Source: an optimization exercise on an open RTL-to-GDS flow (aim: small area). Production flows keep margins and buffers that such runs may drop.
The RTL was checked by simulation tests, not by an equivalence proof against the original design.
No activity file was given, so power comes from the tool's default toggle rates. The clock port is modelled as an ideal driver; clocking choices that lean on that would not hold on a real chip.

== P ==
Design modbus_responder, start of the top module:
module modbus_responder (
    input  wire       clk,
    input  wire       rst,         
    input  wire [7:0] dev_addr,    
    input  wire       rx_valid,
    input  wire [7:0] rx_data,
    input  wire       rx_last,
    output wire       rx_ready,
    output wire       tx_valid,
    output wire [7:0] tx_data,
    output wire       tx_last,
    input  wire       tx_ready
);
Settings: LEC_CHECK=0, ABC_AREA=1, CAP_MARGIN=20, CORE_MARGIN=2, CORE_UTILIZATION=85, CTS_CLUSTER_SIZE=25, PLACE_DENSITY=0.92, SLEW_MARGIN=20; clock period 10.0 ns.
standard.sh (not shown) runs the stock make flow with config.mk's settings and CLKGATE_MAP_FILE= SYNTH_SCRIPT=/design/flow/synth_recipe.tcl, a recipe that flattens the netlist after the stock synthesis.
==> flow/flow/run.sh <==
#!/bin/bash
# Own flow: the standard synthesis, then its combinational logic is mapped
# again for area (registers, their names and cell types are left as they
# are), then the standard layout steps on that netlist.
set -euo pipefail
HERE=$PWD
R=$HERE/orfs/results/sky130hd/modbus_responder/base
LIB=$FLOW_HOME/platforms/sky130hd/lib/sky130_fd_sc_hd__tt_025C_1v80.lib
YOSYS=${YOSYS_EXE:-yosys}
command -v "$YOSYS" > /dev/null || YOSYS=$FLOW_HOME/../tools/install/yosys/bin/yosys

# 1. standard synthesis
bash standard.sh synth > 1_standard_synth.log 2>&1
cp $R/1_2_yosys.v $HERE/1_2_yosys_standard.v

# 2. combinational cell models from the library (sequential cells stay black boxes)
"$YOSYS" -p "read_liberty -ignore_miss_func $LIB; write_verilog -noattr $HERE/cell_models.v" > 2_models.log 2>&1
awk '/^module /{buf=""; seq=0} {buf=buf $0 "\n"} /always/{seq=1} /^endmodule/{if(!seq) printf "%s", buf; buf=""}' \
    $HERE/cell_models.v > $HERE/comb_models.v

# 3. map the combinational logic again with an area-oriented ABC script
DU=$(sed -n '/DONT_USE_CELLS/,/^#/p' $FLOW_HOME/platforms/sky130hd/config.mk | grep -o "sky130_fd_sc_hd__[a-z0-9_]*" | sed 's/^/-dont_use /' | tr '\n' ' ')
printf 'strash\ndch\nmap -a\ntopo\n' > $HERE/abc_area_map.script
"$YOSYS" -p "read_liberty -lib $LIB; read_verilog -overwrite $HERE/comb_models.v; read_verilog $HERE/1_2_yosys_standard.v; \
  hierarchy -top modbus_responder; flatten; techmap; opt -purge; \
  abc -script $HERE/abc_area_map.script -liberty $LIB $DU; opt_clean -purge; \
  read_liberty -lib -ignore_redef $LIB; hierarchy -top modbus_responder; \
  hilomap -singleton -hicell sky130_fd_sc_hd__conb_1 HI -locell sky130_fd_sc_hd__conb_1 LO; \
  insbuf -buf sky130_fd_sc_hd__buf_4 A X; check -assert -mapped; \
  stat -liberty $LIB; write_verilog -noattr -nohex -nodec $HERE/1_2_yosys_area.v" > 3_resynth.log 2>&1
cp $HERE/1_2_yosys_area.v $R/1_2_yosys.v
rm -f $R/1_synth.odb

# 4. the standard layout on the new netlist
bash standard.sh > 4_standard_layout.log 2>&1
Flow for P halted at clock tree synthesis (4_1_cts), error code DPL-0038.
Edits applied to the flow inputs when going from P to Q:
- swapping 85 for 72 in CORE_UTILIZATION
- clearing CTS_CLUSTER_SIZE, which used to be 25
- swapping 0.92 for 0.82 in PLACE_DENSITY
diff --git a/flow/flow/run.sh b/flow/flow/run.sh
--- a/flow/flow/run.sh
+++ b/flow/flow/run.sh
@@ -2,5 +2,6 @@
 # Own flow: the standard synthesis, then its combinational logic is mapped
 # again for area (registers, their names and cell types are left as they
-# are), then the standard layout steps on that netlist.
+# are), then the standard layout steps on that netlist, with larger CTS
+# sink clusters.
 set -euo pipefail
 HERE=$PWD
@@ -20,6 +21,7 @@
 
 # 3. map the combinational logic again with an area-oriented ABC script
+#    (deep AIG synthesis for at most 300 s, then area mapping)
 DU=$(sed -n '/DONT_USE_CELLS/,/^#/p' $FLOW_HOME/platforms/sky130hd/config.mk | grep -o "sky130_fd_sc_hd__[a-z0-9_]*" | sed 's/^/-dont_use /' | tr '\n' ' ')
-printf 'strash\ndch\nmap -a\ntopo\n' > $HERE/abc_area_map.script
+printf 'strash\n&get -n\n&deepsyn -T 300 -S 7\n&put\ndch\nmap -a\nstrash\ndch\namap\ntopo\n' > $HERE/abc_area_map.script
 "$YOSYS" -p "read_liberty -lib $LIB; read_verilog -overwrite $HERE/comb_models.v; read_verilog $HERE/1_2_yosys_standard.v; \
   hierarchy -top modbus_responder; flatten; techmap; opt -purge; \
@@ -27,9 +29,13 @@
   read_liberty -lib -ignore_redef $LIB; hierarchy -top modbus_responder; \
   hilomap -singleton -hicell sky130_fd_sc_hd__conb_1 HI -locell sky130_fd_sc_hd__conb_1 LO; \
-  insbuf -buf sky130_fd_sc_hd__buf_4 A X; check -assert -mapped; \
+  insbuf -buf sky130_fd_sc_hd__buf_1 A X; check -assert -mapped; \
   stat -liberty $LIB; write_verilog -noattr -nohex -nodec $HERE/1_2_yosys_area.v" > 3_resynth.log 2>&1
 cp $HERE/1_2_yosys_area.v $R/1_2_yosys.v
 rm -f $R/1_synth.odb
 
-# 4. the standard layout on the new netlist
+# 4. the standard layout on the new netlist; CTS with larger sink clusters
+#    (up to 32 flip-flops within 100 um per leaf buffer) and no dummy loads
+#    Ports get the smallest buffer cell.
+export BUFFER_PORTS_ARGS="-buffer_cell sky130_fd_sc_hd__buf_1"
+export CTS_ARGS="-sink_clustering_enable -repair_clock_nets -sink_clustering_size 32 -sink_clustering_max_diameter 100 -dont_use_dummy_load"
 bash standard.sh > 4_standard_layout.log 2>&1
Notes after the runs:
For P, the flow was terminated by a tool error in clock tree synthesis (4_1_cts) and produced no final design. Q completed; timing, DRC and antenna clean. STATUS netlist area before placement: Q wins against P. Taking P as 1.0, Q lands at 1.06 on post-synthesis area per instance. Going from P to Q, cell count after synthesis shrank by a little under 10%. Worst setup slack before clock tree synthesis in Q vs P: up 1930 ps. Higher die width goes to Q over P.

modbus_responder again, from the RTL that the note above started with.
Settings: LEC_CHECK=0, ABC_AREA=1, CAP_MARGIN=20, CORE_MARGIN=2, CORE_UTILIZATION=72, PLACE_DENSITY=0.82, SLEW_MARGIN=20; clock period 10.0 ns.
==> flow/flow/run.sh <==
#!/bin/bash
# Own flow: the standard synthesis, then its combinational logic is mapped
# again for area (registers, their names and cell types are left as they
# are), then the standard layout steps on that netlist, with larger CTS
# sink clusters.
set -euo pipefail
HERE=$PWD
R=$HERE/orfs/results/sky130hd/modbus_responder/base
LIB=$FLOW_HOME/platforms/sky130hd/lib/sky130_fd_sc_hd__tt_025C_1v80.lib
YOSYS=${YOSYS_EXE:-yosys}
command -v "$YOSYS" > /dev/null || YOSYS=$FLOW_HOME/../tools/install/yosys/bin/yosys

# 1. standard synthesis
bash standard.sh synth > 1_standard_synth.log 2>&1
cp $R/1_2_yosys.v $HERE/1_2_yosys_standard.v

# 2. combinational cell models from the library (sequential cells stay black boxes)
"$YOSYS" -p "read_liberty -ignore_miss_func $LIB; write_verilog -noattr $HERE/cell_models.v" > 2_models.log 2>&1
awk '/^module /{buf=""; seq=0} {buf=buf $0 "\n"} /always/{seq=1} /^endmodule/{if(!seq) printf "%s", buf; buf=""}' \
    $HERE/cell_models.v > $HERE/comb_models.v

# 3. map the combinational logic again with an area-oriented ABC script
#    (deep AIG synthesis for at most 300 s, then area mapping)
DU=$(sed -n '/DONT_USE_CELLS/,/^#/p' $FLOW_HOME/platforms/sky130hd/config.mk | grep -o "sky130_fd_sc_hd__[a-z0-9_]*" | sed 's/^/-dont_use /' | tr '\n' ' ')
printf 'strash\n&get -n\n&deepsyn -T 300 -S 7\n&put\ndch\nmap -a\nstrash\ndch\namap\ntopo\n' > $HERE/abc_area_map.script
"$YOSYS" -p "read_liberty -lib $LIB; read_verilog -overwrite $HERE/comb_models.v; read_verilog $HERE/1_2_yosys_standard.v; \
  hierarchy -top modbus_responder; flatten; techmap; opt -purge; \
  abc -script $HERE/abc_area_map.script -liberty $LIB $DU; opt_clean -purge; \
  read_liberty -lib -ignore_redef $LIB; hierarchy -top modbus_responder; \
  hilomap -singleton -hicell sky130_fd_sc_hd__conb_1 HI -locell sky130_fd_sc_hd__conb_1 LO; \
  insbuf -buf sky130_fd_sc_hd__buf_1 A X; check -assert -mapped; \
  stat -liberty $LIB; write_verilog -noattr -nohex -nodec $HERE/1_2_yosys_area.v" > 3_resynth.log 2>&1
cp $HERE/1_2_yosys_area.v $R/1_2_yosys.v
rm -f $R/1_synth.odb

# 4. the standard layout on the new netlist; CTS with larger sink clusters
#    (up to 30 flip-flops within 110 um per leaf buffer) and no dummy loads
#    Ports get the smallest buffer cell.
export BUFFER_PORTS_ARGS="-buffer_cell sky130_fd_sc_hd__buf_1"
export CTS_ARGS="-sink_clustering_enable -repair_clock_nets -sink_clustering_size 30 -sink_clustering_max_diameter 110 -dont_use_dummy_load"
bash standard.sh > 4_standard_layout.log 2>&1
The starting point went through all stages and came out clean.
Rerun with:
--- a/flow/flow/run.sh
+++ b/flow/flow/run.sh
@@ -21,7 +21,6 @@
 
 # 3. map the combinational logic again with an area-oriented ABC script
-#    (deep AIG synthesis for at most 300 s, then area mapping)
 DU=$(sed -n '/DONT_USE_CELLS/,/^#/p' $FLOW_HOME/platforms/sky130hd/config.mk | grep -o "sky130_fd_sc_hd__[a-z0-9_]*" | sed 's/^/-dont_use /' | tr '\n' ' ')
-printf 'strash\n&get -n\n&deepsyn -T 300 -S 7\n&put\ndch\nmap -a\nstrash\ndch\namap\ntopo\n' > $HERE/abc_area_map.script
+printf 'strash\ndch\nmap -a\ntopo\n' > $HERE/abc_area_map.script
 "$YOSYS" -p "read_liberty -lib $LIB; read_verilog -overwrite $HERE/comb_models.v; read_verilog $HERE/1_2_yosys_standard.v; \
   hierarchy -top modbus_responder; flatten; techmap; opt -purge; \
@@ -29,5 +28,5 @@
   read_liberty -lib -ignore_redef $LIB; hierarchy -top modbus_responder; \
   hilomap -singleton -hicell sky130_fd_sc_hd__conb_1 HI -locell sky130_fd_sc_hd__conb_1 LO; \
-  insbuf -buf sky130_fd_sc_hd__buf_1 A X; check -assert -mapped; \
+  insbuf -buf sky130_fd_sc_hd__buf_4 A X; check -assert -mapped; \
   stat -liberty $LIB; write_verilog -noattr -nohex -nodec $HERE/1_2_yosys_area.v" > 3_resynth.log 2>&1
 cp $HERE/1_2_yosys_area.v $R/1_2_yosys.v
@@ -35,7 +34,5 @@
 
 # 4. the standard layout on the new netlist; CTS with larger sink clusters
-#    (up to 30 flip-flops within 110 um per leaf buffer) and no dummy loads
-#    Ports get the smallest buffer cell.
-export BUFFER_PORTS_ARGS="-buffer_cell sky130_fd_sc_hd__buf_1"
-export CTS_ARGS="-sink_clustering_enable -repair_clock_nets -sink_clustering_size 30 -sink_clustering_max_diameter 110 -dont_use_dummy_load"
+#    (about 30 flip-flops per leaf buffer) and no dummy loads
+export CTS_ARGS="-sink_clustering_enable -repair_clock_nets -sink_clustering_size 30 -sink_clustering_max_diameter 150 -dont_use_dummy_load"
 bash standard.sh > 4_standard_layout.log 2>&1
Outcome:
- cell area climbs by about 3.7%
- global-route usage went down by 3.4 points
- core utilization went up by 0.34 points
- hold slack barely changes
- synthesized cell count rose by 8.6%
- clock skew stays flat
- first-iteration DRC count decreases by 20%
- synthesized area climbs by about 2.4%
- setup slack is worse by 0.53 ns
- total power came out higher by 34%
Rerun with:
--- a/flow/flow/run.sh
+++ b/flow/flow/run.sh
@@ -21,6 +21,7 @@
 
 # 3. map the combinational logic again with an area-oriented ABC script
+#    (deep AIG synthesis for at most 300 s, then area mapping)
 DU=$(sed -n '/DONT_USE_CELLS/,/^#/p' $FLOW_HOME/platforms/sky130hd/config.mk | grep -o "sky130_fd_sc_hd__[a-z0-9_]*" | sed 's/^/-dont_use /' | tr '\n' ' ')
-printf 'strash\ndch\nmap -a\ntopo\n' > $HERE/abc_area_map.script
+printf 'strash\n&get -n\n&deepsyn -T 300 -S 7\n&put\ndch\nmap -a\nstrash\ndch\namap\ntopo\n' > $HERE/abc_area_map.script
 "$YOSYS" -p "read_liberty -lib $LIB; read_verilog -overwrite $HERE/comb_models.v; read_verilog $HERE/1_2_yosys_standard.v; \
   hierarchy -top modbus_responder; flatten; techmap; opt -purge; \
@@ -28,5 +29,5 @@
   read_liberty -lib -ignore_redef $LIB; hierarchy -top modbus_responder; \
   hilomap -singleton -hicell sky130_fd_sc_hd__conb_1 HI -locell sky130_fd_sc_hd__conb_1 LO; \
-  insbuf -buf sky130_fd_sc_hd__buf_4 A X; check -assert -mapped; \
+  insbuf -buf sky130_fd_sc_hd__buf_1 A X; check -assert -mapped; \
   stat -liberty $LIB; write_verilog -noattr -nohex -nodec $HERE/1_2_yosys_area.v" > 3_resynth.log 2>&1
 cp $HERE/1_2_yosys_area.v $R/1_2_yosys.v
@@ -34,5 +35,7 @@
 
 # 4. the standard layout on the new netlist; CTS with larger sink clusters
-#    (about 30 flip-flops per leaf buffer) and no dummy loads
-export CTS_ARGS="-sink_clustering_enable -repair_clock_nets -sink_clustering_size 30 -sink_clustering_max_diameter 150 -dont_use_dummy_load"
+#    (up to 16 flip-flops within 50 um per clkbuf_8 leaf buffer) and no dummy loads
+#    Ports get the smallest buffer cell.
+export BUFFER_PORTS_ARGS="-buffer_cell sky130_fd_sc_hd__buf_1"
+export CTS_ARGS="-sink_clustering_enable -repair_clock_nets -sink_clustering_size 16 -sink_clustering_max_diameter 50 -dont_use_dummy_load -buf_list {sky130_fd_sc_hd__clkbuf_8 sky130_fd_sc_hd__clkbuf_16} -sink_clustering_buffer sky130_fd_sc_hd__clkbuf_8"
 bash standard.sh > 4_standard_layout.log 2>&1
Die area is lower by a few percent.
Worst setup slack is better by 0.92 ns.
Core utilization rises by 0.16 points.
Sequential power came out lower by about a fifth.
Cell area is lower by a few percent.
Hold slack barely changes.
Clock skew climbs by 0.038 ns.
Non-clock buffer count does not change.
Synthesized cell count fell by a little under a tenth.
Rerun with:
==> flow/flow/run.sh (replaced) <==
#!/bin/bash
# Own flow: the standard synthesis, then its combinational logic is mapped
# again for area (registers, their names and cell types are left as they
# are), then the standard layout steps on that netlist.
set -euo pipefail
HERE=$PWD
R=$HERE/orfs/results/sky130hd/modbus_responder/base
LIB=$FLOW_HOME/platforms/sky130hd/lib/sky130_fd_sc_hd__tt_025C_1v80.lib
YOSYS=${YOSYS_EXE:-yosys}
command -v "$YOSYS" > /dev/null || YOSYS=$FLOW_HOME/../tools/install/yosys/bin/yosys

# 1. standard synthesis
bash standard.sh synth > 1_standard_synth.log 2>&1
cp $R/1_2_yosys.v $HERE/1_2_yosys_standard.v

# 2. combinational cell models from the library (sequential cells stay black boxes)
"$YOSYS" -p "read_liberty -ignore_miss_func $LIB; write_verilog -noattr $HERE/cell_models.v" > 2_models.log 2>&1
awk '/^module /{buf=""; seq=0} {buf=buf $0 "\n"} /always/{seq=1} /^endmodule/{if(!seq) printf "%s", buf; buf=""}' \
    $HERE/cell_models.v > $HERE/comb_models.v

# 3. map the combinational logic again with an area-oriented ABC script
DU=$(sed -n '/DONT_USE_CELLS/,/^#/p' $FLOW_HOME/platforms/sky130hd/config.mk | grep -o "sky130_fd_sc_hd__[a-z0-9_]*" | sed 's/^/-dont_use /' | tr '\n' ' ')
printf 'strash\ndch\nmap -a\ntopo\n' > $HERE/abc_area_map.script
"$YOSYS" -p "read_liberty -lib $LIB; read_verilog -overwrite $HERE/comb_models.v; read_verilog $HERE/1_2_yosys_standard.v; \
  hierarchy -top modbus_responder; flatten; techmap; opt -purge; \
  abc -script $HERE/abc_area_map.script -liberty $LIB $DU; opt_clean -purge; \
  read_liberty -lib -ignore_redef $LIB; hierarchy -top modbus_responder; \
  hilomap -singleton -hicell sky130_fd_sc_hd__conb_1 HI -locell sky130_fd_sc_hd__conb_1 LO; \
  insbuf -buf sky130_fd_sc_hd__buf_4 A X; check -assert -mapped; \
  stat -liberty $LIB; write_verilog -noattr -nohex -nodec $HERE/1_2_yosys_area.v" > 3_resynth.log 2>&1
cp $HERE/1_2_yosys_area.v $R/1_2_yosys.v
rm -f $R/1_synth.odb

# 4. the standard layout on the new netlist
bash standard.sh > 4_standard_layout.log 2>&1
Settings changed: CTS_CLUSTER_SIZE from default to 25.
=> Setup slack degrades by 1.9 ns. Routed wire length grows by 15%. Via count grows by 11%. Cell area grows by 10%.
Rerun with:
==> flow/run.sh (new file) <==
#!/bin/bash
# synth_recipe.tcl (not shown) runs the flow's synth.tcl, then flattens the netlist and writes it again
# the make line also repeats each setting of config.mk as NAME=value (left out here)
make -C /OpenROAD-flow-scripts/flow DESIGN_CONFIG=/design/flow/config.mk WORK_HOME=/design/flow/orfs CLKGATE_MAP_FILE= SYNTH_SCRIPT=/design/flow/synth_recipe.tcl finish
removed: flow/flow/run.sh
removed: flow/standard.sh
The new run completed without violations; final area came out higher by 5.1%; count of clock-buffer cells in the layout is lower by 10; flip-flop and latch count is unchanged; setup slack gets better by 2.5 ns; cell count came out higher by 11%; utilization came out lower by 0.53 points; non-clock buffer count does not change; global-route usage is lower by 1.9 points; hold slack degrades by 0.013 ns; clock power went down by about 2%.
Rerun with:
Settings changed: CORE_UTILIZATION 72 to 85, PLACE_DENSITY 0.82 to 0.92.
Outcome:
- Now the flow failed in clock tree synthesis (4_1_cts)
- area after synthesis does not change
- synthesized cell count does not change

## re-timing with driven ports
The flow's constraints put no driver on any port. The routed layouts listed below were extracted and timed again, unchanged, in two steps. Step 1 assumes that a clkbuf_16 drives the clock port and a buf_2 every other input. Step 2 adds t to the input delays and takes it off the output delays; t is the mean of the earliest and latest rising clock arrival at the registers after step 1. Input paths then give back, and output paths get back, about the clock's delay inside the block. a / b / c = ideal / step 1 / step 2; a / b = the first two.
| run | t, ns | setup slack, ns | cell pins on the clock port's net |
|---|---|---|---|
| Q | 0.556 | 3.112 / 3.112 / 3.112 | 1 |
| the first run of note 2 | 0.552 | 3.101 / 3.101 / 3.101 | 1 |
| the second run of note 2 | 0.558 | 2.568 / 2.568 / 2.568 | 1 |
| the third run of note 2 | 0.521 | 3.487 / 3.487 / 3.487 | 1 |
| the fourth run of note 2 | 0.591 | 1.573 / 1.573 / 1.573 | 1 |
| the fifth run of note 2 | 0.587 | 4.096 / 4.046 / 4.401 | 1 |
After both steps setup and hold are still met in every run listed.
